This is an optimization exercise on Yosys and OpenROAD, whose aim is a short achievable clock period and few clock cycles, not a production implementation.
Only simulation tests tie the RTL to the original design; equivalence was not proved.
In every run shown here, the design's own scripts or RTL, not TritonCTS, make the clock network.
The flow treats the clock pin as an ideal source. Dropping or thinning the clock tree relies on that and would not hold on a real chip.
No activity file was given, so power comes from the tool's default toggle rates.

===== config.mk =====
export PLATFORM = sky130hd
export DESIGN_NAME = ssq_symdec
export DESIGN_NICKNAME = ssq_symdec
export VERILOG_FILES = /design/flow/design.v
export SDC_FILE = /design/flow/constraint.sdc
export NUM_CORES = 4
export LEC_CHECK = 0
export CAP_MARGIN = 20
export CORE_MARGIN = 2
export CORE_UTILIZATION = 55
export SETUP_SLACK_MARGIN = 3.4
export SLEW_MARGIN = 20

===== constraint.sdc =====
create_clock -name core_clock -period 5.0 [get_ports {clk}]
set_input_delay 1.0000 -clock core_clock [delete_from_list [all_inputs] [get_ports {clk}]]
set_output_delay 1.0000 -clock core_clock [all_outputs]
set_load 0.01 [all_outputs]

===== design.v =====
module ssq_symdec (
    input  wire        clk,
    input  wire        rst,
    input  wire        in_valid,
    output wire        in_ready,
    input  wire [7:0]  in_data,
    input  wire        in_last,
    output reg         out_valid,
    input  wire        out_ready,
    output reg  [7:0]  out_data,
    output reg         out_last,
    output reg  [1:0]  out_err,
    output reg  [15:0] out_err_pos,
    output reg  [7:0]  out_err_val,
    output reg  [2:0]  out_pad
);
    localparam ERR_NONE = 2'd0;
    localparam ERR_SDEC = 2'd1;
    localparam ERR_CDEC = 2'd2;
    localparam EV_NONE  = 2'd0;
    localparam EV_SDEC  = 2'd1;   
    localparam EV_CEND  = 2'd2;   
    localparam EV_CNEXT = 2'd3;   
    localparam DEPTH  = 12;       
    localparam RDEPTH = 5;        
    localparam RS     = DEPTH + 1;
    localparam RQS    = RDEPTH + 1;
    localparam IW    = 13;        
    localparam RW    = 26;        
    reg        in_ready_r;  
    reg        ir_n;        
    reg        c_v;
    reg [7:0]  c_data;
    reg        c_last;
    assign in_ready = in_ready_r;
    always @(posedge clk) begin
        c_v    <= in_valid && !ir_n && !rst;
        c_data <= in_data;
        c_last <= in_last;
    end
    wire [5:0] cls;         
    assign cls[0] = (c_data == 8'h2A);
    assign cls[1] = (c_data == 8'h25);
    assign cls[2] = (c_data == 8'h24);
    assign cls[3] = (c_data == 8'h23);
    assign cls[4] = (c_data == 8'h21);
    assign cls[5] = (c_data == 8'h26);
    reg [44:0] wn;
    reg [4:0]  pf_full;     
    reg [4:0]  pf_bad;      
    reg [4:0]  pf_bad2;     
    reg [24:0] pf_nph;      
    function automatic [83:0] pre;
        input [4:0] bits;
        input integer len;
        integer pp;
        reg [8:0] w;
        reg f, b1, b2;
        reg [4:0] n;
        reg [44:0] wv;
        reg [4:0] fv_, b1v, b2v;
        reg [24:0] nv;
        begin
            wv = 45'd0; fv_ = 5'd0; b1v = 5'd0; b2v = 5'd0; nv = 25'd0;
            for (pp = 0; pp < 5; pp = pp + 1) begin
                w  = {bits, 4'b0000} >> pp;
                f  = (pp + len >= 5);
                b1 = f && !w[4];
                b2 = f && w[4] && (pp + len >= 6) && !w[3];
                n  = 5'b00001 << (f ? pp + len - 5 : pp + len);
                wv[9*pp +: 9] = w;
                fv_[pp] = f;
                b1v[pp] = b1;
                b2v[pp] = b2;
                nv[5*pp +: 5] = n;
            end
            pre = {wv, fv_, b1v, b2v, nv};
        end
    endfunction
    wire [83:0] pre0 = pre(5'b10000, 1);   
    wire [83:0] pre1 = pre(5'b11000, 2);   
    wire [83:0] pre2 = pre(5'b11100, 3);   
    wire [83:0] pre3 = pre(5'b11110, 4);   
    wire [83:0] pre4 = pre(5'b11111, 5);   
    wire [83:0] pre5 = pre(5'b10100, 3);   
    wire [83:0] pre_sel = ({84{cls[0]}} & pre0) | ({84{cls[1]}} & pre1) |
                          ({84{cls[2]}} & pre2) | ({84{cls[3]}} & pre3) |
                          ({84{cls[4]}} & pre4) | ({84{cls[5]}} & pre5);
    reg        d_v;
    reg        d_ok;
    reg        d_last;
    reg [7:0]  d_char;
    reg [15:0] d_idx;
    reg [15:0] chr_idx;     
    reg [44:0] d_wn;
    reg [4:0]  d_full;
    reg [4:0]  d_bad;
    reg [4:0]  d_bad2;
    reg [24:0] d_nph;
    always @(posedge clk) begin
        {d_wn, d_full, d_bad, d_bad2, d_nph} <= pre_sel;
        d_ok   <= |cls;
        d_last <= c_last;
        d_char <= c_data;
        d_idx  <= chr_idx;
        if (rst) begin
            d_v     <= 1'b0;
            chr_idx <= 16'd0;
        end else begin
            d_v <= c_v;
            if (c_v)
                chr_idx <= c_last ? 16'd0 : chr_idx + 16'd1;
        end
    end
    reg [4:0]  ph;          
    reg [3:0]  pend;        
    reg        stop;        
    wire [8:0] s_wn  = (d_wn[8:0]   & {9{ph[0]}}) | (d_wn[17:9]  & {9{ph[1]}}) |
                       (d_wn[26:18] & {9{ph[2]}}) | (d_wn[35:27] & {9{ph[3]}}) |
                       (d_wn[44:36] & {9{ph[4]}});
    wire [4:0] s_nph = (d_nph[4:0]   & {5{ph[0]}}) | (d_nph[9:5]   & {5{ph[1]}}) |
                       (d_nph[14:10] & {5{ph[2]}}) | (d_nph[19:15] & {5{ph[3]}}) |
                       (d_nph[24:20] & {5{ph[4]}});
    wire       full = |(d_full & ph);
    wire       bad  = |(d_bad  & ph);
    wire       bad2 = |(d_bad2 & ph);
    wire [8:0] win    = {pend, 5'b00000} | s_wn;
    wire [3:0] pend_n = full ? win[3:0] : win[8:5];
    reg        o_v;
    reg        o_end;
    reg        o_blk_v;     
    reg [4:0]  o_blk;
    reg        o_rem_v;     
    reg [4:0]  o_rem_n;     
    reg [3:0]  o_rem;       
    reg [1:0]  o_ev;
    reg [15:0] o_idx;
    reg [7:0]  o_char;
    always @(posedge clk) begin
        o_end   <= d_last;
        o_blk   <= bad ? {1'b0, win[8:5]} : win[8:4];
        o_idx   <= d_idx;
        o_char  <= d_char;
        if (d_ok) begin
            o_rem_n <= s_nph;
            o_rem   <= pend_n;
        end else begin
            o_rem_n <= ph;
            o_rem   <= pend;
        end
        if (rst) begin
            ph      <= 5'b00001;
            pend    <= 4'd0;
            stop    <= 1'b0;
            o_v     <= 1'b0;
            o_blk_v <= 1'b0;
            o_rem_v <= 1'b0;
            o_ev    <= EV_NONE;
        end else begin
            o_v     <= d_v;
            o_blk_v <= 1'b0;
            o_rem_v <= 1'b0;
            o_ev    <= EV_NONE;
            if (d_v && !stop) begin
                if (!d_ok) begin
                    o_rem_v <= !ph[0];
                    o_ev    <= EV_SDEC;
                    stop    <= 1'b1;
                end else begin
                    o_blk_v <= full;
                    if (bad) begin
                        o_ev <= EV_CEND;
                        stop <= 1'b1;
                    end else if (bad2) begin
                        o_ev <= EV_CNEXT;
                        stop <= 1'b1;
                    end else begin
                        ph      <= s_nph;
                        pend    <= pend_n;
                        o_rem_v <= d_last && !s_nph[0];
                    end
                end
            end
            if (d_v && d_last) begin
                ph   <= 5'b00001;
                pend <= 4'd0;
                stop <= 1'b0;
            end
        end
    end
    reg [15:0] bcnt;        
    reg [15:0] bcnt1;       
    reg        e_set;       
    reg [1:0]  e_err;
    reg [15:0] e_x;
    reg [15:0] e_y;
    reg        e_cin;
    reg [7:0]  e_val;
    reg [4:0] rem_chunk;
    always @(*) begin
        case (1'b1)
            o_rem_n[1]: rem_chunk = {4'b0000, o_rem[3]};
            o_rem_n[2]: rem_chunk = {3'b000, o_rem[3:2]};
            o_rem_n[3]: rem_chunk = {2'b00, o_rem[3:1]};
            default:    rem_chunk = {1'b0, o_rem};
        endcase
    end
    wire        ev_new = (o_ev != EV_NONE);
    wire        ev_sd  = (o_ev == EV_SDEC);
    wire [1:0]  ev_err = ev_new ? (ev_sd ? ERR_SDEC : ERR_CDEC) : e_err;
    wire [15:0] ev_x   = ev_new ? (ev_sd ? 16'd0 : {bcnt1[13:0], 2'b00}) : e_x;
    wire [15:0] ev_y   = ev_new ? (ev_sd ? o_idx : bcnt) : e_y;
    wire        ev_cin = ev_new ? (o_ev == EV_CNEXT) : e_cin;
    wire [7:0]  ev_val = ev_new ? (ev_sd ? o_char : 8'h20) : e_val;
    reg          q_v;
    reg [IW-1:0] q_item;
    reg          q_rec_v;
    reg [1:0]    q_err;
    reg [15:0]   q_x;
    reg [15:0]   q_y;
    reg          q_cin;
    reg [7:0]    q_val;
    always @(posedge clk) begin
        q_item[12:11] <= {1'b0, o_blk_v} + {1'b0, o_rem_v};
        q_item[10:1]  <= o_blk_v ? (o_rem_v ? {o_blk, rem_chunk} : {o_blk, 5'b00000})
                                 : (o_rem_v ? {rem_chunk, 5'b00000} : 10'd0);
        q_item[0]     <= o_end;
        q_err         <= ev_err;
        q_x           <= ev_x;
        q_y           <= ev_y;
        q_cin         <= ev_cin;
        q_val         <= ev_val;
        if (rst) begin
            q_v     <= 1'b0;
            q_rec_v <= 1'b0;
            bcnt    <= 16'd0;
            bcnt1   <= 16'd1;
            e_err   <= ERR_NONE;
            e_x     <= 16'd0;
            e_y     <= 16'd0;
            e_cin   <= 1'b0;
            e_val   <= 8'd0;
        end else begin
            q_v     <= o_v && (o_blk_v || o_rem_v || o_end);
            q_rec_v <= o_v && o_end;
            if (o_v) begin
                if (o_end) begin
                    bcnt  <= 16'd0;
                    bcnt1 <= 16'd1;
                    e_err <= ERR_NONE;
                    e_x   <= 16'd0;
                    e_y   <= 16'd0;
                    e_cin <= 1'b0;
                    e_val <= 8'd0;
                end else begin
                    if (o_blk_v) begin
                        bcnt  <= bcnt1;
                        bcnt1 <= bcnt1 + 16'd1;
                    end
                    e_err <= ev_err;
                    e_x   <= ev_x;
                    e_y   <= ev_y;
                    e_cin <= ev_cin;
                    e_val <= ev_val;
                end
            end
        end
    end
    reg          q2_v;
    reg [IW-1:0] q2_item;
    reg          q2_rec_v;
    reg [1:0]    q2_err;
    reg [7:0]    q2_lo;
    reg          q2_c;
    reg [7:0]    q2_xh;
    reg [7:0]    q2_yh;
    reg [7:0]    q2_val;
    reg          q3_v;
    reg [IW-1:0] q3_item;
    reg          q3_rec_v;
    reg [RW-1:0] q3_rec;
    wire [8:0] q_lo = {1'b0, q_x[7:0]} + {1'b0, q_y[7:0]} + {8'd0, q_cin};
    always @(posedge clk) begin
        q2_item <= q_item;
        q2_err  <= q_err;
        q2_lo   <= q_lo[7:0];
        q2_c    <= q_lo[8];
        q2_xh   <= q_x[15:8];
        q2_yh   <= q_y[15:8];
        q2_val  <= q_val;
        q3_item <= q2_item;
        q3_rec  <= {q2_err, q2_xh + q2_yh + {7'd0, q2_c}, q2_lo, q2_val};
        if (rst) begin
            q2_v     <= 1'b0;
            q2_rec_v <= 1'b0;
            q3_v     <= 1'b0;
            q3_rec_v <= 1'b0;
        end else begin
            q2_v     <= q_v;
            q2_rec_v <= q_rec_v;
            q3_v     <= q2_v;
            q3_rec_v <= q2_rec_v;
        end
    end
    reg [IW-1:0]    fq [0:RS-1];
    reg [RS-1:0]    f_wp;       
    reg [RS-1:0]    f_rp;       
    reg [DEPTH:0]   f_tot;      
    reg             pop_d;      
    reg [DEPTH-1:0] f_mcnt;     
    reg [IW-1:0]    h;          
    reg             hv;
    wire            pop;
    wire f_mempty = !f_mcnt[0];
    wire to_h   = q3_v && f_mempty && (!hv || pop);
    wire to_m   = q3_v && !to_h;
    wire from_m = pop && !f_mempty;
    reg [IW-1:0] f_out;         
    integer j;
    always @(*) begin
        f_out = {IW{1'b0}};
        for (j = 0; j < RS; j = j + 1)
            f_out = f_out | (fq[j] & {IW{f_rp[j]}});
    end
    always @(posedge clk) begin
        for (j = 0; j < RS; j = j + 1)
            if (f_wp[j])
                fq[j] <= q3_item;
        h <= ({IW{from_m}} & f_out) | ({IW{to_h}} & q3_item) | ({IW{!from_m && !to_h}} & h);
        if (rst) begin
            f_wp   <= {{(RS-1){1'b0}}, 1'b1};
            f_rp   <= {{(RS-1){1'b0}}, 1'b1};
            f_tot  <= {(DEPTH+1){1'b0}};
            f_mcnt <= {DEPTH{1'b0}};
            pop_d  <= 1'b0;
            hv     <= 1'b0;
        end else begin
            if (to_m)
                f_wp <= {f_wp[RS-2:0], f_wp[RS-1]};
            if (from_m)
                f_rp <= {f_rp[RS-2:0], f_rp[RS-1]};
            pop_d <= pop;
            if (to_m && !from_m)
                f_mcnt <= {f_mcnt[DEPTH-2:0], 1'b1};
            else if (from_m && !to_m)
                f_mcnt <= {1'b0, f_mcnt[DEPTH-1:1]};
            if (q3_v && !pop_d)
                f_tot <= {f_tot[DEPTH-1:0], 1'b1};
            else if (pop_d && !q3_v)
                f_tot <= {1'b0, f_tot[DEPTH:1]};
            hv <= pop ? (!f_mempty || q3_v) : (hv || q3_v);
        end
    end
    reg [RW-1:0]     rq [0:RQS-1];
    reg [RQS-1:0]    rq_wp;     
    reg [RQS-1:0]    rq_rp;     
    reg [RW-1:0]     r_head;    
    wire             emit_end;
    reg [RW-1:0] r_cur;
    reg [RW-1:0] r_nxt;
    always @(*) begin
        r_cur = {RW{1'b0}};
        r_nxt = {RW{1'b0}};
        for (j = 0; j < RQS; j = j + 1) begin
            r_cur = r_cur | (rq[j] & {RW{rq_rp[j]}});
            r_nxt = r_nxt | (rq[(j + 1) % RQS] & {RW{rq_rp[j]}});
        end
    end
    always @(posedge clk) begin
        for (j = 0; j < RQS; j = j + 1)
            if (rq_wp[j])
                rq[j] <= q3_rec;
        r_head <= emit_end ? r_nxt : r_cur;
        if (rst) begin
            rq_wp <= {{(RQS-1){1'b0}}, 1'b1};
            rq_rp <= {{(RQS-1){1'b0}}, 1'b1};
        end else begin
            if (q3_rec_v)
                rq_wp <= {rq_wp[RQS-2:0], rq_wp[RQS-1]};
            if (emit_end)
                rq_rp <= {rq_rp[RQS-2:0], rq_rp[RQS-1]};
        end
    end
    reg [RDEPTH-1:0] msgs;
    wire msg_in  = c_v && c_last;
    wire msg_out = emit_end;
    wire [RDEPTH-1:0] msgs_n = (msg_in && !msg_out) ? {msgs[RDEPTH-2:0], 1'b1} :
                               (msg_out && !msg_in) ? {1'b0, msgs[RDEPTH-1:1]} : msgs;
    always @(posedge clk) begin
        if (rst)
            msgs <= {RDEPTH{1'b0}};
        else
            msgs <= msgs_n;
    end
    reg ir_pre;
    always @(posedge clk) begin
        if (rst) begin
            ir_pre     <= 1'b1;
            in_ready_r <= 1'b1;
            ir_n       <= 1'b0;
        end else begin
            ir_pre     <= !f_tot[DEPTH + 1 - 9] && !msgs_n[RDEPTH - 3];
            in_ready_r <= ir_pre;
            ir_n       <= !ir_pre;
        end
    end
    wire [1:0]  h_n    = h[12:11];
    wire [9:0]  h_bits = h[10:1];
    wire        h_end  = h[0];
    reg [16:0] acc;         
    reg [7:0]  pr;          
    reg [2:0]  pq;          
    reg        end_pend;    
    reg [2:0]  p_pad;
    reg        skid_v;
    wire big        = !pq[0];
    wire emit_data  = !skid_v && big;
    wire emit_fe    = !skid_v && !big && end_pend;
    wire emit_flush = emit_fe && !pr[0];
    assign emit_end = emit_fe && pr[0];
    wire emit       = emit_data || emit_fe;
    assign pop = hv && ((pq[0] && (!end_pend || (!skid_v && pr[0]))) ||
                        (pq[1] && !end_pend && !skid_v));
    reg [16:0] ins;
    integer k;
    always @(*) begin
        ins = 17'd0;
        for (k = 0; k < 8; k = k + 1)
            ins = ins | (({h_bits, 7'd0} >> k) & {17{pr[k]}});
    end
    wire [7:0] pr5  = {pr[2:0], pr[7:3]};
    wire       c5   = |pr[7:3];
    wire [7:0] pr10 = {pr[5:0], pr[7:6]};
    wire       c10  = |pr[7:6];
    wire [2:0] pq_pop = h_n[1] ? (c10 ? 3'b100 : 3'b010) :
                        h_n[0] ? (c5 ? 3'b010 : 3'b001) : 3'b001;
    wire [7:0] pr_pop = h_n[1] ? pr10 : h_n[0] ? pr5 : pr;
    reg [7:0] pr_n;
    reg [2:0] pq_n;
    always @(*) begin
        if (emit_flush) begin
            pr_n = 8'b00000001;
            pq_n = 3'b001;
        end else if (pop) begin
            pr_n = pr_pop;
            pq_n = pq_pop;
        end else begin
            pr_n = pr;
            pq_n = emit_data ? {1'b0, pq[2:1]} : pq;
        end
    end
    reg [2:0] pad_of;       
    always @(*) begin
        case (1'b1)
            pr[1]:   pad_of = 3'd7;
            pr[2]:   pad_of = 3'd6;
            pr[3]:   pad_of = 3'd5;
            pr[4]:   pad_of = 3'd4;
            pr[5]:   pad_of = 3'd3;
            pr[6]:   pad_of = 3'd2;
            pr[7]:   pad_of = 3'd1;
            default: pad_of = 3'd0;
        endcase
    end
    wire [16:0] acc_a = emit_data ? {acc[8:0], 8'd0} : (emit_flush ? 17'd0 : acc);
    wire        b_last = emit_end;
    wire [7:0]  b_data = emit_end ? 8'd0 : acc[16:9];
    wire [1:0]  b_err  = emit_end ? r_head[25:24] : 2'd0;
    wire [15:0] b_pos  = emit_end ? r_head[23:8]  : 16'd0;
    wire [7:0]  b_val  = emit_end ? r_head[7:0]   : 8'd0;
    wire [2:0]  b_pad  = emit_end ? p_pad : 3'd0;
    always @(posedge clk) begin
        if (rst) begin
            acc      <= 17'd0;
            pr       <= 8'b00000001;
            pq       <= 3'b001;
            end_pend <= 1'b0;
            p_pad    <= 3'd0;
        end else begin
            acc      <= acc_a | (pop ? ins : 17'd0);
            pr       <= pr_n;
            pq       <= pq_n;
            end_pend <= (end_pend && !emit_end) || (pop && h_end);
            if (emit_flush)
                p_pad <= pad_of;
            else if (emit_end)
                p_pad <= 3'd0;
        end
    end
    reg        s_last;
    reg [7:0]  s_data;
    reg [1:0]  s_err;
    reg [15:0] s_pos;
    reg [7:0]  s_val;
    reg [2:0]  s_pad;
    reg        ov_n;        
    reg [37:0] o_n;         
    wire out_free = ov_n || out_ready;
    wire ld_s = out_free && skid_v;
    wire ld_b = out_free && !skid_v;
    wire hold = !out_free;
    wire [37:0] o_cur  = ~o_n;
    wire [37:0] o_skid = {s_last, s_data, s_err, s_pos, s_val, s_pad};
    wire [37:0] o_beat = {b_last, b_data, b_err, b_pos, b_val, b_pad};
    wire [37:0] o_next = ({38{hold}} & o_cur) | ({38{ld_s}} & o_skid) | ({38{ld_b}} & o_beat);
    wire        ov_next = out_free ? (skid_v || emit) : 1'b1;
    always @(posedge clk) begin
        if (rst) begin
            out_valid <= 1'b0;
            ov_n      <= 1'b1;
            skid_v    <= 1'b0;
        end else begin
            out_valid <= ov_next;
            ov_n      <= !ov_next;
            if (out_free)
                skid_v <= 1'b0;
            else if (emit)
                skid_v <= 1'b1;
        end
        {out_last, out_data, out_err, out_err_pos, out_err_val, out_pad} <= o_next;
        o_n <= ~o_next;
        if (!skid_v) begin
            s_last <= b_last;
            s_data <= b_data;
            s_err  <= b_err;
            s_pos  <= b_pos;
            s_val  <= b_val;
            s_pad  <= b_pad;
        end
    end
endmodule

===== flow/run.sh =====
#!/bin/bash
# Standard layout, except that:
#  - the port buffers are buf_4 (the resizer sizes them later), and
#  - the clock tree is built by flow/tree.tcl (a two-level tree of clkinv_16)
#    in place of clock_tree_synthesis.
# Each step's output goes to a log file of its own in this folder.
set -euo pipefail
here=$(pwd)
ports="BUFFER_PORTS_ARGS=-buffer_cell sky130_fd_sc_hd__buf_4"

bash standard.sh synth > log_1_synth.txt 2>&1
bash standard.sh "$ports" place > log_2_place.txt 2>&1

# ORFS's scripts with cts.tcl swapped for ours, used for the CTS step only
rm -rf "$here/cts_scripts"
cp -r "$FLOW_HOME/scripts" "$here/cts_scripts"
cp "$here/flow/cts.tcl" "$here/cts_scripts/cts.tcl"
FLOW_TREE_TCL="$here/flow/tree.tcl" bash standard.sh "$ports" do-4_1_cts do-4_cts \
  SCRIPTS_DIR="$here/cts_scripts" > log_3_cts.txt 2>&1

bash standard.sh "$ports" finish > log_4_finish.txt 2>&1

===== flow/cts.tcl =====
utl::set_metrics_stage "cts__{}"
source $::env(SCRIPTS_DIR)/load.tcl
source $::env(SCRIPTS_DIR)/lec_check.tcl
erase_non_stage_variables cts
load_design 3_place.odb 3_place.sdc
source_step_tcl PRE CTS

# Clone clock tree inverters next to register loads
# so cts does not try to buffer the inverted clocks.
repair_clock_inverters

proc save_progress { stage } {
  puts "Run 'make gui_$stage.odb' to load progress snapshot"
  orfs_write_db $::env(RESULTS_DIR)/$stage.odb
  orfs_write_sdc $::env(RESULTS_DIR)/$stage.sdc
}

# Run CTS
set cts_args [list \
  -sink_clustering_enable \
  -repair_clock_nets]

append_env_var cts_args CTS_BUF_DISTANCE -distance_between_buffers 1
append_env_var cts_args CTS_CLUSTER_SIZE -sink_clustering_size 1
append_env_var cts_args CTS_CLUSTER_DIAMETER -sink_clustering_max_diameter 1
append_env_var cts_args CTS_BUF_LIST -buf_list 1
append_env_var cts_args CTS_LIB_NAME -library 1


if { [env_var_exists_and_non_empty CTS_ARGS] } {
  set cts_args $::env(CTS_ARGS)
}

set_dont_use $::env(DONT_USE_CELLS)

# A two-level clock tree instead of clock_tree_synthesis: the clock port
# drives 4 root inverters, each drives the leaf inverters of its quarter of
# the die, and each leaf inverter drives about 35 flip-flops.
source $::env(FLOW_TREE_TCL)
build_clock_tree clk 4 35 sky130_fd_sc_hd__clkinv_16 sky130_fd_sc_hd__clkinv_16

utl::push_metrics_stage "cts__{}__pre_repair_timing"
log_cmd estimate_parasitics -placement
if { $::env(DETAILED_METRICS) } {
  report_metrics 4 "cts pre-repair-timing"
}
utl::pop_metrics_stage

set_placement_padding -global \
  -left $::env(CELL_PAD_IN_SITES_DETAIL_PLACEMENT) \
  -right $::env(CELL_PAD_IN_SITES_DETAIL_PLACEMENT)

set result [catch { detailed_placement } msg]
if { $result != 0 } {
  save_progress 4_1_error
  error "Detailed placement failed in CTS: $msg"
}

log_cmd estimate_parasitics -placement

if { $::env(CTS_SNAPSHOTS) } {
  save_progress 4_1_pre_repair_hold_setup
}

if { !$::env(SKIP_CTS_REPAIR_TIMING) } {
  if { $::env(EQUIVALENCE_CHECK) } {
    write_eqy_verilog 4_before_rsz.v
  }
  if { $::env(LEC_CHECK) } {
    write_lec_verilog 4_before_rsz_lec.v
  }

  repair_timing_helper

  if { $::env(EQUIVALENCE_CHECK) } {
    run_equivalence_test
  }
  if { $::env(LEC_CHECK) } {
    write_lec_verilog 4_after_rsz_lec.v
    run_lec_test 4_rsz 4_before_rsz_lec.v 4_after_rsz_lec.v
  }

  set result [catch { detailed_placement } msg]
  if { $result != 0 } {
    save_progress 4_1_error
    error "Detailed placement failed in CTS: $msg"
  }

  check_placement -verbose
}

report_metrics 4 "cts final"

source_step_tcl POST CTS

orfs_write_db $::env(RESULTS_DIR)/4_1_cts.odb
orfs_write_sdc $::env(RESULTS_DIR)/4_cts.sdc

===== flow/tree.tcl =====
# Two-level clock tree: the clock port drives NROOT root cells, each root
# cell drives the leaf cells of its part of the die, and each leaf cell
# drives a cluster of about LEAF_SIZE flip-flop clock pins. The cells are
# buffers, or inverters (two levels of inverters keep the clock's polarity).
proc build_clock_tree { clk_net_name nroot leaf_size buf_master {leaf_master ""} } {
  set block [ord::get_db_block]
  set db [ord::get_db]
  set master [$db findMaster $buf_master]
  if {$leaf_master eq ""} { set leaf_master $buf_master }
  set lmaster [$db findMaster $leaf_master]
  # output pin: X for buffers, Y for inverters
  set rout [expr {[string match *inv* $buf_master] ? "Y" : "X"}]
  set lout [expr {[string match *inv* $leaf_master] ? "Y" : "X"}]
  set clk_net [$block findNet $clk_net_name]

  # sinks: every clock pin on the clock net
  set sinks {}
  foreach it [$clk_net getITerms] {
    set inst [$it getInst]
    set bb [$inst getBBox]
    set x [expr {([$bb xMin] + [$bb xMax]) / 2}]
    set y [expr {([$bb yMin] + [$bb yMax]) / 2}]
    lappend sinks [list $it $x $y]
  }
  set n [llength $sinks]
  set k [expr {max(1, int(ceil(double($n) / $leaf_size)))}]
  # round the leaf count up to a multiple of the root count
  set k [expr {int(ceil(double($k) / $nroot)) * $nroot}]
  puts "clock tree: $n sinks, $k leaf buffers, $nroot root buffers"

  # k-means with capacity: seed on a grid sorted by x then y
  set sorted [lsort -real -index 1 $sinks]
  set cent {}
  for {set c 0} {$c < $k} {incr c} {
    set s [lindex $sorted [expr {int(($c + 0.5) * $n / $k)}]]
    lappend cent [list [lindex $s 1] [lindex $s 2]]
  }
  set cap [expr {int(ceil(double($n) / $k)) + 2}]
  for {set iter 0} {$iter < 30} {incr iter} {
    # assign: each sink to its nearest centre with room, sinks in order of
    # how much they lose by not getting their nearest centre
    set cnt [lrepeat $k 0]
    set assign [lrepeat $n -1]
    set order {}
    for {set i 0} {$i < $n} {incr i} {
      set s [lindex $sinks $i]
      set ds {}
      for {set c 0} {$c < $k} {incr c} {
        set ce [lindex $cent $c]
        lappend ds [list $c [expr {abs([lindex $s 1] - [lindex $ce 0]) + abs([lindex $s 2] - [lindex $ce 1])}]]
      }
      set ds [lsort -real -index 1 $ds]
      lappend order [list $i [expr {[lindex $ds end 1] - [lindex $ds 0 1]}] $ds]
    }
    foreach o [lsort -real -decreasing -index 1 $order] {
      set i [lindex $o 0]
      foreach d [lindex $o 2] {
        set c [lindex $d 0]
        if {[lindex $cnt $c] < $cap} {
          lset cnt $c [expr {[lindex $cnt $c] + 1}]
          lset assign $i $c
          break
        }
      }
    }
    set sx [lrepeat $k 0.0]
    set sy [lrepeat $k 0.0]
    for {set i 0} {$i < $n} {incr i} {
      set c [lindex $assign $i]
      set s [lindex $sinks $i]
      lset sx $c [expr {[lindex $sx $c] + [lindex $s 1]}]
      lset sy $c [expr {[lindex $sy $c] + [lindex $s 2]}]
    }
    for {set c 0} {$c < $k} {incr c} {
      if {[lindex $cnt $c] > 0} {
        lset cent $c [list [expr {[lindex $sx $c] / [lindex $cnt $c]}] [expr {[lindex $sy $c] / [lindex $cnt $c]}]]
      }
    }
  }

  # group leaf centres for the root buffers the same way: sort by x, split
  # into column halves, then by y
  set leaves {}
  for {set c 0} {$c < $k} {incr c} { lappend leaves [list $c {*}[lindex $cent $c]] }
  set groups {}
  if {$nroot == 4} {
    set byx [lsort -real -index 1 $leaves]
    set half [expr {$k / 2}]
    foreach part [list [lrange $byx 0 [expr {$half - 1}]] [lrange $byx $half end]] {
      set byy [lsort -real -index 2 $part]
      set h2 [expr {[llength $byy] / 2}]
      lappend groups [lrange $byy 0 [expr {$h2 - 1}]] [lrange $byy $h2 end]
    }
  } elseif {$nroot == 2} {
    set byx [lsort -real -index 1 $leaves]
    set half [expr {$k / 2}]
    lappend groups [lrange $byx 0 [expr {$half - 1}]] [lrange $byx $half end]
  } else {
    lappend groups $leaves
  }

  # build
  set r 0
  foreach g $groups {
    set gx 0.0; set gy 0.0
    foreach l $g { set gx [expr {$gx + [lindex $l 1]}]; set gy [expr {$gy + [lindex $l 2]}] }
    set gx [expr {int($gx / [llength $g])}]
    set gy [expr {int($gy / [llength $g])}]
    set rinst [odb::dbInst_create $block $master "clkroot_$r"]
    $rinst setLocation $gx $gy
    $rinst setPlacementStatus PLACED
    set rnet [odb::dbNet_create $block "clknet_root_$r"]
    $rnet setSigType CLOCK
    [$rinst findITerm A] connect $clk_net
    [$rinst findITerm $rout] connect $rnet
    foreach l $g {
      set c [lindex $l 0]
      set linst [odb::dbInst_create $block $lmaster "clkleaf_$c"]
      $linst setLocation [expr {int([lindex $l 1])}] [expr {int([lindex $l 2])}]
      $linst setPlacementStatus PLACED
      set lnet [odb::dbNet_create $block "clknet_leaf_$c"]
      $lnet setSigType CLOCK
      [$linst findITerm A] connect $rnet
      [$linst findITerm $lout] connect $lnet
    }
    incr r
  }
  for {set i 0} {$i < $n} {incr i} {
    set it [lindex [lindex $sinks $i] 0]
    set c [lindex $assign $i]
    set lnet [$block findNet "clknet_leaf_$c"]
    $it disconnect
    $it connect $lnet
  }
}

===== standard.sh =====
#!/bin/bash
# synth_recipe.tcl (not shown) runs the flow's synth.tcl, then flattens the netlist and writes it again
# the make line also repeats each setting of config.mk as NAME=value (left out here)
make -C /OpenROAD-flow-scripts/flow DESIGN_CONFIG=/design/flow/config.mk WORK_HOME=/design/flow/orfs CLKGATE_MAP_FILE= SYNTH_SCRIPT=/design/flow/synth_recipe.tcl "${@:-finish}"

==> results of run 1 <==
[area by class of cell]
type	instances	area, um^2	area share, %
repair inverters	1	16.3	0.0434
flip-flops and latches	910	21900	58.4
multi-input cells	1520	10900	29.0
inverters	64	1130	3.01
repair buffers	185	2640	7.03
well taps	765	957	2.55
[repair_timing]
action / in CTS / in global routing
pin swaps: 79 / 106
setup endpoints to repair: 414 / 319
gates cloned: 33 / 7
setup buffers: 54 / 29
resized for setup: 248 / 282
hold buffers: 0 / 0
[path summary, 6_finish.rpt]
kind | cells after the start | endpoint | slack (ns) | startpoint
worst max-delay path | 10 | f_mcnt[3]$_SDFFE_PP0P_ | 3.19 | end_pend$_SDFF_PP0_
worst min-delay path | 0 | q2_item[8]$_DFF_P_ | 0.32 | q_item[8]$_DFF_P_
worst max register to register | 10 | f_mcnt[3]$_SDFFE_PP0P_ | 3.19 | end_pend$_SDFF_PP0_
worst min register to register | 0 | q2_item[8]$_DFF_P_ | 0.32 | q_item[8]$_DFF_P_
[placed cells by master (no fill, tap or decap), drive strengths merged, types with 45 or more instances in the layout]
master | Yosys | routed
a21oi | 118 | 118
a221oi | 57 | 57
a22o | 45 | 45
a22oi | 186 | 186
and2 | 76 | 76
buf | 36 | 172
dfxtp | 560 | 560
edfxtp | 350 | 350
mux2i | 99 | 99
nand2 | 126 | 127
nand3 | 52 | 52
nor2 | 259 | 259
nor2b | 55 | 55
o21ai | 116 | 116
[stage by stage]
| stage | worst slack (ns) | power [mW] | utilization, % | instance area [um^2] |
|---|---|---|---|---|
| 2_1_floorplan | 3.03 | 7.92 | - | 32600 |
| 3_3_place_gp | 2.23 | 7.96 | 57.3 | 33200 |
| 3_5_place_dp | 2.19 | 7.96 | 57.3 | 33200 |
| 4_1_cts | 3.06 | 10.5 | 62.6 | 36200 |
| 5_1_grt | 3.10 | 11.4 | 64.7 | 37500 |
| 6_report | 3.19 | 11.0 | 64.7 | 37500 |
[logic make-up after synthesis]
kind of cell | Yosys count | synth area share (%)
mux | 109 | 3.42
buf+inv | 215 | 2.68
compound gates | 687 | 14.9
fa+ha+maj | 25 | 1.06
xor+xnor | 40 | 1.08
simple gates | 651 | 9.63
flops | 910 | 67.3
[layer usage]
layer	share of wire, %	up-vias
met3	5.4	94
li1	-	9699
met2	49	570
met5	0	-
met1	44	10200
met4	1.9	0
[power breakdown]
| group | total (mW) | internal (mW) | switching [mW] |
|---|---|---|---|
| combinational | 0.198 | 0.0984 | 0.0997 |
| sequential | 7.70 | 7.66 | 0.0350 |
| clock | 3.07 | 0.468 | 2.60 |
| total | 11.0 | 8.23 | 2.73 |
[flip-flops by register name, summed over array words and instances (netlist names), 17 cells and up]
name,cells
r_head,26
rq,156
o_n,38
fq,156
q3_rec,26
acc,17
[critical path: stages, from the launching register on]
cell,delay (ns)
dfxtp_4,0.37
nand2b_4,0.17
a21oi_4,0.19
o211ai_4,0.11
buf_12,0.15
ha_4,0.16
buf_12,0.14
mux2i_1,0.14
nor2_1,0.07
a21oi_2,0.17
nor2_4,0.05
==> results.ini, run 1 <==
[status]
outcome=finished clean

[logic_synthesis]
ys_seq_area_share_pct=67.3
synthTopCellsByArea=dfxtp_1 (35%), edfxtp_1 (33%), a22oi_1 (4.3%)
ys_warn_count=3
yosysTopAreaCellShare_pct=34.7
synth_cells=2637
synth.most_common_cell=dfxtp_1
synthArstFlopShare_pct=0
synth_fp_nets=2675
synthDistinctLibCells=76
synthTopCellsByCount=dfxtp_1 (560), edfxtp_1 (350), nor2_1 (258), a22oi_1 (186), clkbuf_1 (146)
ys_seq_elements=910
synth_edf_count=350
synth.avg_cell_area_um2=12.2
syn_area_um2=32300
yosysTopAreaCell=dfxtp_1
synth_ff_type=dfxtp_1

[timing]
whs_ns=0.316
period_share_pct=36.3
rsz0062_at_grt=true
fin_skew_ns=0.0457
relSlewSlack_pct=33.8
report.final.slew_viol_count=0
fmax_ghz=0.551
min_period_ns=1.81
worst-slew-pin-transition_ns=0.991
finalSetupTns_ns=0
final_hold_viol_count=0
setup_viol=0

[floorplan]
rows=88
io_pins=53
die_h_um=246
core_um2=57900
dieArea_um2=60700
die-width_um=246
start_util_pct=55.8

[global_route]
grt_pass1_vias=19900
track_usage_pct=23.9
antenna_found_initial=1
grt.overflow.total=0
top_usage_layer=met2
use_met1_pct=33.8
grt_start_max_net_pins=70
use_met3_pct=2.51
grt_pass1_wl_mm=114
grt_use_met2_pct=40.2

[finish]
insertedDiodeCount=0
fillers=4334
final_cells=3445
area_growth_pct=16.1
nNetsFinal=2720
drive_gt1_share_pct=20.5

[place]
dp.cells=3290
port_buffers=52
post-dp-hpwl_mm=39.5
place.gp.congestion=0.824

[drt]
first_pass_iters=6
drt_iter0_drc=1835
antenna_left=0
via_count=20500
route.detailed.drc=0
vias_per_cell=5.96
totalWireLength_mm=75.1
wl_per_cell_um=21.8

[worst_setup_path]
worstSetupPathType=flop to flop
end_kind=flop
cp_max_fo=6
startpoint_type=flop
required_ns=5.22
crit_arrival_ns=2.03

[pwr]
p_per_area_nw_per_um2=292
power.leakage_nw=13.2
peakVddDrop_uv=389

[run]
cap_violations=0

[cts]
clk-insertion-delay-late_ns=0.33
path_clk_slew_ns=0.09

[hold_path]
hp-class=flop to flop

Testbench counts, summed over its fixed seeds: cycles 69,251.
==> run 2, diff against run 1 <==
--- a/design.v
+++ b/design.v
@@ -23,4 +23,4 @@
     localparam EV_CNEXT = 2'd3;   
-    localparam DEPTH  = 12;       
-    localparam RDEPTH = 5;        
+    localparam DEPTH  = 14;       
+    localparam RDEPTH = 4;        
     localparam RS     = DEPTH + 1;
@@ -268,16 +268,15 @@
     end
-    reg          q2_v;
-    reg [IW-1:0] q2_item;
-    reg          q2_rec_v;
-    reg [1:0]    q2_err;
-    reg [7:0]    q2_lo;
-    reg          q2_c;
-    reg [7:0]    q2_xh;
-    reg [7:0]    q2_yh;
-    reg [7:0]    q2_val;
-    reg          q3_v;
-    reg [IW-1:0] q3_item;
-    reg          q3_rec_v;
-    reg [RW-1:0] q3_rec;
-    wire [8:0] q_lo = {1'b0, q_x[7:0]} + {1'b0, q_y[7:0]} + {8'd0, q_cin};
+    reg          q2_v, q3_v, q4_v, q5_v;
+    reg [IW-1:0] q2_item, q3_item, q4_item, q5_item;
+    reg          q2_rec_v, q3_rec_v, q4_rec_v, q5_rec_v;
+    reg [1:0]    q2_err, q3_err, q4_err;
+    reg [7:0]    q2_val, q3_val, q4_val;
+    reg [15:0]   q2_x, q3_x, q4_x;      
+    reg [15:0]   q2_y, q3_y, q4_y;
+    reg          q2_c, q3_c, q4_c;      
+    reg [RW-1:0] q5_rec;
+    wire [4:0] add0 = {1'b0, q_x[3:0]}    + {1'b0, q_y[3:0]}    + {4'd0, q_cin};
+    wire [4:0] add1 = {1'b0, q2_x[7:4]}   + {1'b0, q2_y[7:4]}   + {4'd0, q2_c};
+    wire [4:0] add2 = {1'b0, q3_x[11:8]}  + {1'b0, q3_y[11:8]}  + {4'd0, q3_c};
+    wire [4:0] add3 = {1'b0, q4_x[15:12]} + {1'b0, q4_y[15:12]} + {4'd0, q4_c};
     always @(posedge clk) begin
@@ -285,9 +284,20 @@
         q2_err  <= q_err;
-        q2_lo   <= q_lo[7:0];
-        q2_c    <= q_lo[8];
-        q2_xh   <= q_x[15:8];
-        q2_yh   <= q_y[15:8];
         q2_val  <= q_val;
+        q2_x    <= {q_x[15:4], add0[3:0]};
+        q2_y    <= q_y;
+        q2_c    <= add0[4];
         q3_item <= q2_item;
-        q3_rec  <= {q2_err, q2_xh + q2_yh + {7'd0, q2_c}, q2_lo, q2_val};
+        q3_err  <= q2_err;
+        q3_val  <= q2_val;
+        q3_x    <= {q2_x[15:8], add1[3:0], q2_x[3:0]};
+        q3_y    <= q2_y;
+        q3_c    <= add1[4];
+        q4_item <= q3_item;
+        q4_err  <= q3_err;
+        q4_val  <= q3_val;
+        q4_x    <= {q3_x[15:12], add2[3:0], q3_x[7:0]};
+        q4_y    <= q3_y;
+        q4_c    <= add2[4];
+        q5_item <= q4_item;
+        q5_rec  <= {q4_err, add3[3:0], q4_x[11:0], q4_val};
         if (rst) begin
@@ -297,2 +307,6 @@
             q3_rec_v <= 1'b0;
+            q4_v     <= 1'b0;
+            q4_rec_v <= 1'b0;
+            q5_v     <= 1'b0;
+            q5_rec_v <= 1'b0;
         end else begin
@@ -302,2 +316,6 @@
             q3_rec_v <= q2_rec_v;
+            q4_v     <= q3_v;
+            q4_rec_v <= q3_rec_v;
+            q5_v     <= q4_v;
+            q5_rec_v <= q4_rec_v;
         end
@@ -314,4 +332,4 @@
     wire f_mempty = !f_mcnt[0];
-    wire to_h   = q3_v && f_mempty && (!hv || pop);
-    wire to_m   = q3_v && !to_h;
+    wire to_h   = q5_v && f_mempty && (!hv || pop);
+    wire to_m   = q5_v && !to_h;
     wire from_m = pop && !f_mempty;
@@ -327,4 +345,4 @@
             if (f_wp[j])
-                fq[j] <= q3_item;
-        h <= ({IW{from_m}} & f_out) | ({IW{to_h}} & q3_item) | ({IW{!from_m && !to_h}} & h);
+                fq[j] <= q5_item;
+        h <= ({IW{from_m}} & f_out) | ({IW{to_h}} & q5_item) | ({IW{!from_m && !to_h}} & h);
         if (rst) begin
@@ -346,7 +364,7 @@
                 f_mcnt <= {1'b0, f_mcnt[DEPTH-1:1]};
-            if (q3_v && !pop_d)
+            if (q5_v && !pop_d)
                 f_tot <= {f_tot[DEPTH-1:0], 1'b1};
-            else if (pop_d && !q3_v)
+            else if (pop_d && !q5_v)
                 f_tot <= {1'b0, f_tot[DEPTH:1]};
-            hv <= pop ? (!f_mempty || q3_v) : (hv || q3_v);
+            hv <= pop ? (!f_mempty || q5_v) : (hv || q5_v);
         end
@@ -371,3 +389,3 @@
             if (rq_wp[j])
-                rq[j] <= q3_rec;
+                rq[j] <= q5_rec;
         r_head <= emit_end ? r_nxt : r_cur;
@@ -377,3 +395,3 @@
         end else begin
-            if (q3_rec_v)
+            if (q5_rec_v)
                 rq_wp <= {rq_wp[RQS-2:0], rq_wp[RQS-1]};
@@ -394,6 +412,4 @@
     end
-    reg ir_pre;
     always @(posedge clk) begin
         if (rst) begin
-            ir_pre     <= 1'b1;
             in_ready_r <= 1'b1;
@@ -401,5 +417,4 @@
         end else begin
-            ir_pre     <= !f_tot[DEPTH + 1 - 9] && !msgs_n[RDEPTH - 3];
-            in_ready_r <= ir_pre;
-            ir_n       <= !ir_pre;
+            in_ready_r <= !f_tot[DEPTH + 1 - 10] && !msgs_n[RDEPTH - 2];
+            ir_n       <= f_tot[DEPTH + 1 - 10] || msgs_n[RDEPTH - 2];
         end
@@ -465,8 +480,9 @@
     wire [16:0] acc_a = emit_data ? {acc[8:0], 8'd0} : (emit_flush ? 17'd0 : acc);
-    wire        b_last = emit_end;
-    wire [7:0]  b_data = emit_end ? 8'd0 : acc[16:9];
-    wire [1:0]  b_err  = emit_end ? r_head[25:24] : 2'd0;
-    wire [15:0] b_pos  = emit_end ? r_head[23:8]  : 16'd0;
-    wire [7:0]  b_val  = emit_end ? r_head[7:0]   : 8'd0;
-    wire [2:0]  b_pad  = emit_end ? p_pad : 3'd0;
+    wire        is_end = pq[0] && end_pend && pr[0];
+    wire        b_last = is_end;
+    wire [7:0]  b_data = acc[16:9];
+    wire [1:0]  b_err  = is_end ? r_head[25:24] : 2'd0;
+    wire [15:0] b_pos  = is_end ? r_head[23:8]  : 16'd0;
+    wire [7:0]  b_val  = is_end ? r_head[7:0]   : 8'd0;
+    wire [2:0]  b_pad  = is_end ? p_pad : 3'd0;
     always @(posedge clk) begin
==> results.ini, run 2 <==
[drt]
totalWireLength_mm=80.4  ; was 75.1 mm
route.detailed.drc=0  ; unchanged
drt_iter0_drc=2259  ; was 1835
antenna_left=0  ; unchanged
vias_per_cell=5.97  ; was 5.96
via_count=21800  ; was 20500
first_pass_iters=6  ; unchanged
wl_per_cell_um=22.0  ; was 21.8 um

[worst_setup_path]
worst_path_max_delay_cell=dfxtp_4  ; unchanged
crit_arrival_ns=2.18  ; was 2.03 ns
cp.depth=9  ; was 10
endpoint=f_mcnt[8]$_SDFFE_PP0P_  ; was f_mcnt[3]$_SDFFE_PP0P_
critPathMaxStageDelay_ns=0.47  ; was 0.37 ns
critPathLaunch=pr[0]$_SDFFE_PP1P_  ; was end_pend$_SDFF_PP0_
cp_max_fo=9  ; was 6
r2r_cells=9  ; was 10
end_kind=flop  ; unchanged
r2r-start=pr[0]$_SDFFE_PP1P_  ; was end_pend$_SDFF_PP0_
path_buf_inv=2  ; unchanged
required_ns=5.25  ; was 5.22 ns
reg2reg_slack_ns=3.06  ; was 3.19 ns
cpMostUsedCell=nor2_1  ; was buf_12
reg2reg_to=f_mcnt[8]$_SDFFE_PP0P_  ; was f_mcnt[3]$_SDFFE_PP0P_
crit_path_cell_trace=nor2b_2 -> a221o_2 -> nor3_4 -> inv_2 -> ha_4 -> buf_6 -> nor2_1 -> a21oi_1 -> nor2_1  ; was nand2b_4 -> a21oi_4 -> o211ai_4 -> buf_12 -> ha_4 -> buf_12 -> mux2i_1 -> nor2_1 -> a21oi_2 -> nor2_4
worstSetupPathType=flop to flop  ; unchanged
critical_path.top_delay_family=flip-flops  ; was compound AO/OA/AOI/OAI gates
startpoint_type=flop  ; unchanged

[cts]
hold_buffers=0  ; unchanged
clk-insertion-delay-late_ns=0.35  ; was 0.33 ns
path_clk_slew_ns=0.10  ; was 0.09 ns

[finish]
fillers=4480  ; was 4334
area_growth_pct=19.8  ; was 16.1%
nNetsFinal=2855  ; was 2720
drive_gt1_share_pct=24.7  ; was 20.5%
regMostFlops=fq
layout_commonest_cell=dfxtp_1  ; unchanged
insertedDiodeCount=0  ; unchanged
largest_register_ffs=180
final_cell_mix=dfxtp_1 (555), edfxtp_1 (348), a22oi_1 (181), nor2_1 (177), a21oi_1 (91)  ; was dfxtp_1 (468), edfxtp_1 (350), nor2_1 (234), a22oi_1 (185), nand2_1 (109)
largest_registers=fq (180), rq (130), o_n (38)  ; was fq (156), rq (156), o_n (38)

[pwr]
peakVddDrop_uv=397  ; was 389 uV
totalPowerFinal_mw=12.1  ; was 11.0 mW
p_per_area_nw_per_um2=294  ; was 292 nW/um^2
power.leakage_nw=14.6  ; was 13.2 nW

[timing]
finalSetupTns_ns=0  ; unchanged
worst-slew-pin-transition_ns=1.12  ; was 0.991 ns
relSlewSlack_pct=25.1  ; was 33.8%
period_share_pct=38.7  ; was 36.3%
final_hold_viol_count=0  ; unchanged
report.final.slew_viol_count=0  ; unchanged
setup_viol=0  ; unchanged
rsz0062_at_grt=true  ; unchanged
fin_skew_ns=0.0334  ; was 0.0457 ns
min_period_ns=1.94  ; was 1.81 ns
fmax_ghz=0.517  ; was 0.551 GHz

[logic_synthesis]
ys_warn_count=3  ; unchanged
yosysTopAreaCellShare_pct=38.6  ; was 34.7%
syn_area_um2=34400  ; was 32300 um^2
synthTopCellsByCount=dfxtp_1 (662), edfxtp_1 (348), nor2_1 (195), a22oi_1 (181), a21oi_1 (160)  ; was dfxtp_1 (560), edfxtp_1 (350), nor2_1 (258), a22oi_1 (186), clkbuf_1 (146)
synthTopCellsByArea=dfxtp_1 (39%), edfxtp_1 (30%), a22oi_1 (4.0%)  ; was dfxtp_1 (35%), edfxtp_1 (33%), a22oi_1 (4.3%)
ys_seq_elements=1010  ; was 910
synth_fp_nets=2783  ; was 2675
synth_cells=2743  ; was 2637
synth.most_common_cell=dfxtp_1  ; unchanged
yosysTopAreaCell=dfxtp_1  ; unchanged
synth.avg_cell_area_um2=12.5  ; was 12.2 um^2
synth_edf_count=348  ; was 350
synthDistinctLibCells=77  ; was 76
ys_seq_area_share_pct=69.0  ; was 67.3%
synthArstFlopShare_pct=0  ; unchanged
synth_ff_type=dfxtp_1  ; unchanged

[global_route]
grt.overflow.total=0  ; unchanged
antenna_found_initial=1  ; unchanged
track_usage_pct=23.6  ; was 23.9%
grt_pass1_vias=20700  ; was 19900
grt_pass1_wl_mm=120  ; was 114 mm
grt_start_max_net_pins=61  ; was 70

[floorplan]
die-width_um=254  ; was 246 um
io_pins=53  ; unchanged
start_util_pct=55.7  ; was 55.8%
rows=91  ; was 88
die_h_um=254  ; was 246 um
dieArea_um2=64500  ; was 60700 um^2
core_um2=61700  ; was 57900 um^2

[place]
post-dp-hpwl_mm=42.7  ; was 39.5 mm
port_buffers=52  ; unchanged
place.gp.congestion=0.799  ; was 0.824

[hold_path]
hold_path_depth=0  ; unchanged
min-delay-start=d_char[1]$_DFF_P_  ; was q_item[8]$_DFF_P_
hp-class=flop to flop  ; unchanged

[run]
cap_violations=0  ; unchanged

[status]
outcome=finished clean  ; unchanged

[run 2: metrics by stage]
stage	hold WS (ns)	instance area (um^2)	setup slack [ns]	util (%)	std cells
floorplan	0.310	35500	2.80	-	2743
global placement	0.310	36000	1.80	58.3	3466
detailed placement	0.312	36000	1.72	58.3	3466
CTS	0.312	39600	3.04	64.1	3603
global route	0.327	41200	2.98	66.7	3650
finish	0.320	41200	3.06	66.7	3650
[run 2: repair_timing]
| action | CTS | global route |
|---|---|---|
| endpoints found under the setup margin | 439 | 329 |
| cloned | 30 | 13 |
| buffers inserted | 71 | 34 |
| gates resized for setup | 296 | 287 |
| pin swaps | 84 | 72 |
[run 2: power breakdown]
part / leakage (nW) / total [mW] / internal, mW / switching [mW]
registers: 8.75 / 8.50 / 8.46 / 0.0370
clock network: 0.411 / 3.40 / 0.516 / 2.88
logic: 5.47 / 0.225 / 0.107 / 0.117
[run 2: cell families after synthesis]
logic type / after synthesis / share of synthesized area (%)
muxes: 93 / 2.72
buffers and inverters: 268 / 3.04
xor gates and xnor gates: 32 / 0.816
adders and majority gates: 27 / 1.16
AOI/OAI and AO/OA: 676 / 13.9
and+or+nand+nor: 637 / 9.36
DFF: 1010 / 69.0
[run 2: worst min-delay path by stage]
stage / to / slack (ns)
5_1_grt: o_char[1]$_DFF_P_ / 0.33
4_1_cts: o_idx[8]$_DFF_P_ / 0.31
2_1_floorplan: o_char[0]$_DFF_P_ / 0.31
6_report: o_char[1]$_DFF_P_ / 0.32
3_3_place_gp: q3_err[1]$_DFF_P_ / 0.31
3_5_place_dp: o_idx[8]$_DFF_P_ / 0.31
[run 2: final cells by class]
class                      instances  area (um^2)  share of cell area, %
sequential                      1010        23900                   58.0
multi-input combinational       1470        11700                   28.4
timing repair buffer             207         2910                   7.08
inverter                         118         1450                   3.53
tap                              837         1050                   2.54
timing repair inverter             8          175                  0.426
[run 2: layer usage]
metal  up-vias  wire length (um)  GRT usage [%]
met5         -                 0              0
li1      10100                 -              -
met4         0              2040           4.69
met2       739             38300           38.8
met3       117              4760           2.71
met1     10800             35300           34.2
Testbench counts of run 2, summed over its fixed seeds: cycles 69,267.
==> run 3, diff against run 2 <==
--- a/flow/run.sh
+++ b/flow/run.sh
@@ -3,3 +3,3 @@
 #  - the port buffers are buf_4 (the resizer sizes them later), and
-#  - the clock tree is built by flow/tree.tcl (a two-level tree of clkinv_16)
+#  - the clock tree is built by flow/tree.tcl (a two-level tree of clkbuf_16)
 #    in place of clock_tree_synthesis.
--- a/flow/cts.tcl
+++ b/flow/cts.tcl
@@ -36,6 +36,6 @@
 # A two-level clock tree instead of clock_tree_synthesis: the clock port
-# drives 4 root inverters, each drives the leaf inverters of its quarter of
-# the die, and each leaf inverter drives about 35 flip-flops.
+# drives 4 root buffers, each drives the leaf buffers of its quarter of the
+# die, and each leaf buffer drives about 25 flip-flops.
 source $::env(FLOW_TREE_TCL)
-build_clock_tree clk 4 35 sky130_fd_sc_hd__clkinv_16 sky130_fd_sc_hd__clkinv_16
+build_clock_tree clk 4 25 sky130_fd_sc_hd__clkbuf_16
 
--- a/flow/tree.tcl
+++ b/flow/tree.tcl
@@ -1,6 +1,5 @@
-# Two-level clock tree: the clock port drives NROOT root cells, each root
-# cell drives the leaf cells of its part of the die, and each leaf cell
-# drives a cluster of about LEAF_SIZE flip-flop clock pins. The cells are
-# buffers, or inverters (two levels of inverters keep the clock's polarity).
-proc build_clock_tree { clk_net_name nroot leaf_size buf_master {leaf_master ""} } {
+# Two-level clock tree: the clock port drives NROOT root buffers, each root
+# buffer drives the leaf buffers of its part of the die, and each leaf buffer
+# drives a cluster of about LEAF_SIZE flip-flop clock pins.
+proc build_clock_tree { clk_net_name nroot leaf_size buf_master } {
   set block [ord::get_db_block]
@@ -8,7 +7,2 @@
   set master [$db findMaster $buf_master]
-  if {$leaf_master eq ""} { set leaf_master $buf_master }
-  set lmaster [$db findMaster $leaf_master]
-  # output pin: X for buffers, Y for inverters
-  set rout [expr {[string match *inv* $buf_master] ? "Y" : "X"}]
-  set lout [expr {[string match *inv* $leaf_master] ? "Y" : "X"}]
   set clk_net [$block findNet $clk_net_name]
@@ -114,6 +108,6 @@
     [$rinst findITerm A] connect $clk_net
-    [$rinst findITerm $rout] connect $rnet
+    [$rinst findITerm X] connect $rnet
     foreach l $g {
       set c [lindex $l 0]
-      set linst [odb::dbInst_create $block $lmaster "clkleaf_$c"]
+      set linst [odb::dbInst_create $block $master "clkleaf_$c"]
       $linst setLocation [expr {int([lindex $l 1])}] [expr {int([lindex $l 2])}]
@@ -123,3 +117,3 @@
       [$linst findITerm A] connect $rnet
-      [$linst findITerm $lout] connect $lnet
+      [$linst findITerm X] connect $lnet
     }
==> results.ini, run 3 <==
[logic_synthesis]
synth_ff_type=dfxtp_1  ; unchanged
ys_seq_elements=1010  ; unchanged
synth_fp_nets=2783  ; unchanged
synth_cells=2743  ; unchanged
ys_warn_count=3  ; unchanged
synthTopCellsByCount=dfxtp_1 (662), edfxtp_1 (348), nor2_1 (195), a22oi_1 (181), a21oi_1 (160)  ; unchanged
synthTopCellsByArea=dfxtp_1 (39%), edfxtp_1 (30%), a22oi_1 (4.0%)  ; unchanged
yosysTopAreaCell=dfxtp_1  ; unchanged
ys_seq_area_share_pct=69.0  ; unchanged
synth.most_common_cell=dfxtp_1  ; unchanged
synth.avg_cell_area_um2=12.5  ; unchanged
synthDistinctLibCells=77  ; unchanged
yosysTopAreaCellShare_pct=38.6  ; unchanged
synth_edf_count=348  ; unchanged
syn_area_um2=34400  ; unchanged
synthArstFlopShare_pct=0  ; unchanged

[place]
port_buffers=52  ; unchanged
place_area_um2=36000  ; unchanged
post-dp-hpwl_mm=42.7  ; unchanged
place_ws_ns=1.72  ; unchanged
dp.cells=3466  ; unchanged
place.gp.congestion=0.799  ; unchanged

[timing]
finalSetupTns_ns=0  ; unchanged
relSlewSlack_pct=27.0  ; was 25.1%
rsz0062_at_grt=true  ; unchanged
report.final.slew_viol_count=0  ; unchanged
setup_ws_ns=3.06  ; about the same
min_period_ns=1.94  ; about the same
setup_viol=0  ; unchanged
period_share_pct=38.8  ; was 38.7%
worst-slew-pin-transition_ns=1.09  ; was 1.12 ns
fin_skew_ns=0.0353  ; was 0.0334 ns
whs_ns=0.309  ; was 0.320 ns
fmax_ghz=0.516  ; was 0.517 GHz
final_hold_viol_count=0  ; unchanged

[floorplan]
die-width_um=254  ; unchanged
die_h_um=254  ; unchanged
io_pins=53  ; unchanged
start_util_pct=55.7  ; unchanged
core_um2=61700  ; unchanged
dieArea_um2=64500  ; unchanged
rows=91  ; unchanged

[worst_setup_path]
required_ns=5.32  ; was 5.25 ns
critPathMaxStageDelay_ns=0.40  ; was 0.47 ns
crit_path_cell_trace=nand2b_4 -> a221o_2 -> nor3_4 -> inv_2 -> ha_4 -> buf_6 -> nor2_1 -> a21oi_1 -> nor2_1  ; was nor2b_2 -> a221o_2 -> nor3_4 -> inv_2 -> ha_4 -> buf_6 -> nor2_1 -> a21oi_1 -> nor2_1
cp_max_fo=7  ; was 9
crit_arrival_ns=2.26  ; was 2.18 ns
worst_path_max_delay_cell=a221o_2  ; was dfxtp_4
reg2reg_slack_ns=3.06  ; about the same
startpoint_type=flop  ; unchanged
worstSetupPathType=flop to flop  ; unchanged
cpMostUsedCell=nor2_1  ; unchanged
end_kind=flop  ; unchanged

[cts]
clk-insertion-delay-late_ns=0.44  ; was 0.35 ns
path_clk_slew_ns=0.09  ; was 0.10 ns
hold_buffers=0  ; unchanged

[pwr]
p_per_area_nw_per_um2=312  ; was 294 nW/um^2
intPower_mw=10.3  ; was 9.08 mW
seq_power_share_pct=66.4  ; was 70.1%
switchingPower_mw=2.49  ; was 3.03 mW
clock_power_share_pct=31.6  ; was 28.0%
p_comb_share_pct=1.9  ; about the same
switching_share_pct=19.5  ; was 25.0%
power.leakage_nw=14.6  ; about the same
peakVddDrop_uv=225  ; was 397 uV

[hold_path]
hp-class=flop to flop  ; unchanged

[finish]
area_growth_pct=19.0  ; was 19.8%
nNetsFinal=2858  ; was 2855
fillers=4489  ; was 4480
final_cell_mix=dfxtp_1 (557), edfxtp_1 (348), a22oi_1 (180), nor2_1 (168), a21oi_1 (94)  ; was dfxtp_1 (555), edfxtp_1 (348), a22oi_1 (181), nor2_1 (177), a21oi_1 (91)
final_cells=3653  ; was 3650
regMostFlops=fq  ; unchanged
largest_register_ffs=180  ; unchanged
insertedDiodeCount=0  ; unchanged
layout_commonest_cell=dfxtp_1  ; unchanged
drive_gt1_share_pct=22.9  ; was 24.7%
largest_registers=fq (180), rq (130), o_n (38)  ; unchanged
fin_area_um2=40900  ; was 41200 um^2

[drt]
wl_per_cell_um=22.0  ; about the same
vias_per_cell=5.96  ; was 5.97
route.detailed.drc=0  ; unchanged
drt_iter0_drc=2290  ; was 2259
totalWireLength_mm=80.3  ; was 80.4 mm
antenna_left=0  ; unchanged
via_count=21800  ; about the same
first_pass_iters=9  ; was 6

[global_route]
grt.overflow.total=0  ; unchanged
grt_start_max_net_pins=61  ; unchanged
grt_pass1_vias=20900  ; was 20700
track_usage_pct=23.9  ; was 23.6%
grt_pass1_wl_mm=121  ; was 120 mm
antenna_found_initial=1  ; unchanged

[run]
cap_violations=0  ; unchanged

[status]
outcome=finished clean  ; unchanged

run 3: kinds of logic (layout without fill, tap and decap cells):
group                    after synthesis  count (layout)  synth area share (%)
AO/OA/AOI/OAI                        676             676                  13.9
AND/OR/NAND/NOR                      637             640                  9.36
buffers and inverters                268             338                  3.04
flip-flops                          1010            1010                  69.0
adder cells (fa/ha/maj)               27              27                  1.16
multiplexers                          93              93                  2.72
XOR/XNOR                              32              32                 0.816
run 3: layer usage:
metal  up-vias  track usage (%)  wire (um)
met5         -                0          0
met4         0             4.08       1670
met3       110             2.08       5210
met2       771             39.7      38200
met1     10700             34.8      35300
li1      10200                -          -
run 3: final timing paths:
path	start	to	depth (start not counted)
hold reg to reg	q3_err[1]$_DFF_P_	q4_err[1]$_DFF_P_	0
setup reg to reg	end_pend$_SDFF_PP0_	f_mcnt[6]$_SDFFE_PP0P_	9
hold / removal	q3_err[1]$_DFF_P_	q4_err[1]$_DFF_P_	0
setup / recovery	end_pend$_SDFF_PP0_	f_mcnt[6]$_SDFFE_PP0P_	9
run 3: final cells by class:
| type | instances | area, um^2 | area share, % |
|---|---|---|---|
| timing repair buffer | 200 | 2840 | 6.95 |
| buffer | 48 | 1200 | 2.94 |
| sequential | 1010 | 23900 | 58.4 |
| tap | 837 | 1050 | 2.56 |
| inverter | 82 | 373 | 0.912 |
| multi-input combinational | 1468 | 11400 | 27.8 |
| timing repair inverter | 8 | 164 | 0.401 |
run 3: power by group through the flow:
| stage | combinational [mW] | clock (mW) | sequential (mW) |
|---|---|---|---|
| final | 0.244 | 4.04 | 8.49 |
| after global placement | 0.101 | 0 | 8.69 |
| after global routing | 0.257 | 4.42 | 8.50 |
| after detailed placement | 0.103 | 0 | 8.69 |
| after CTS | 0.236 | 3.17 | 8.69 |
| after floorplan | 0.101 | 0 | 8.67 |
run 3: stage by stage:
stage	power, mW	util [%]
finish	12.8	66.3
global route	13.2	66.3
CTS	12.1	64.5
detailed placement	8.79	58.3
global placement	8.79	58.3
floorplan	8.77	-
run 3: what timing repair did:
action,in CTS,in global routing
endpoints found under the setup margin,439,301
cloned,32,8
resized for setup,307,220
setup buffers,72,27
hold endpoints to repair,0,0
pin swaps,99,48
run 3: worst max-delay path: cells and delay by family (launching register included):
kind / cells / cell delay (ns)
buffers and inverters: 2 / 0.22
and+or+nand+nor: 4 / 0.43
DFF: 1 / 0.37
AOI/OAI and AO/OA: 2 / 0.51
adders and majority gates: 1 / 0.31

==> afterwards: timing with drivers on the ports <==
The flow's constraints put no driver on any port. The routed layouts listed below were extracted and timed again, unchanged, in two steps. Step 1 sets driving cells, clkbuf_16 on the clock port and buf_2 on the other inputs (assumed; they add their load-dependent delay and slew). Step 2 also shifts input and output timing later by t, the mid clock arrival at the registers, as if the neighbouring blocks saw the same clock. Three values: no drivers, after step 1, after step 2; two values: the first two.
| run | t, ns | setup WS [ns] | latest minus earliest clock arrival (ns) | cell pins on the clock port's net |
|---|---|---|---|---|
| run 1 | 0.550 | 3.186 / 2.986 / 2.973 | 0.050 / 0.051 | 4 |
| run 2 | 0.593 | 3.064 / 2.900 / 2.960 | 0.035 / 0.036 | 4 |
| run 3 | 0.549 | 3.061 / 2.943 / 2.949 | 0.042 / 0.043 | 4 |
After both steps setup and hold are still met in every run listed. For run 1, which loses most, drivers alone change the setup slack by -0.200 ns; drivers and shift together by -0.213 ns.
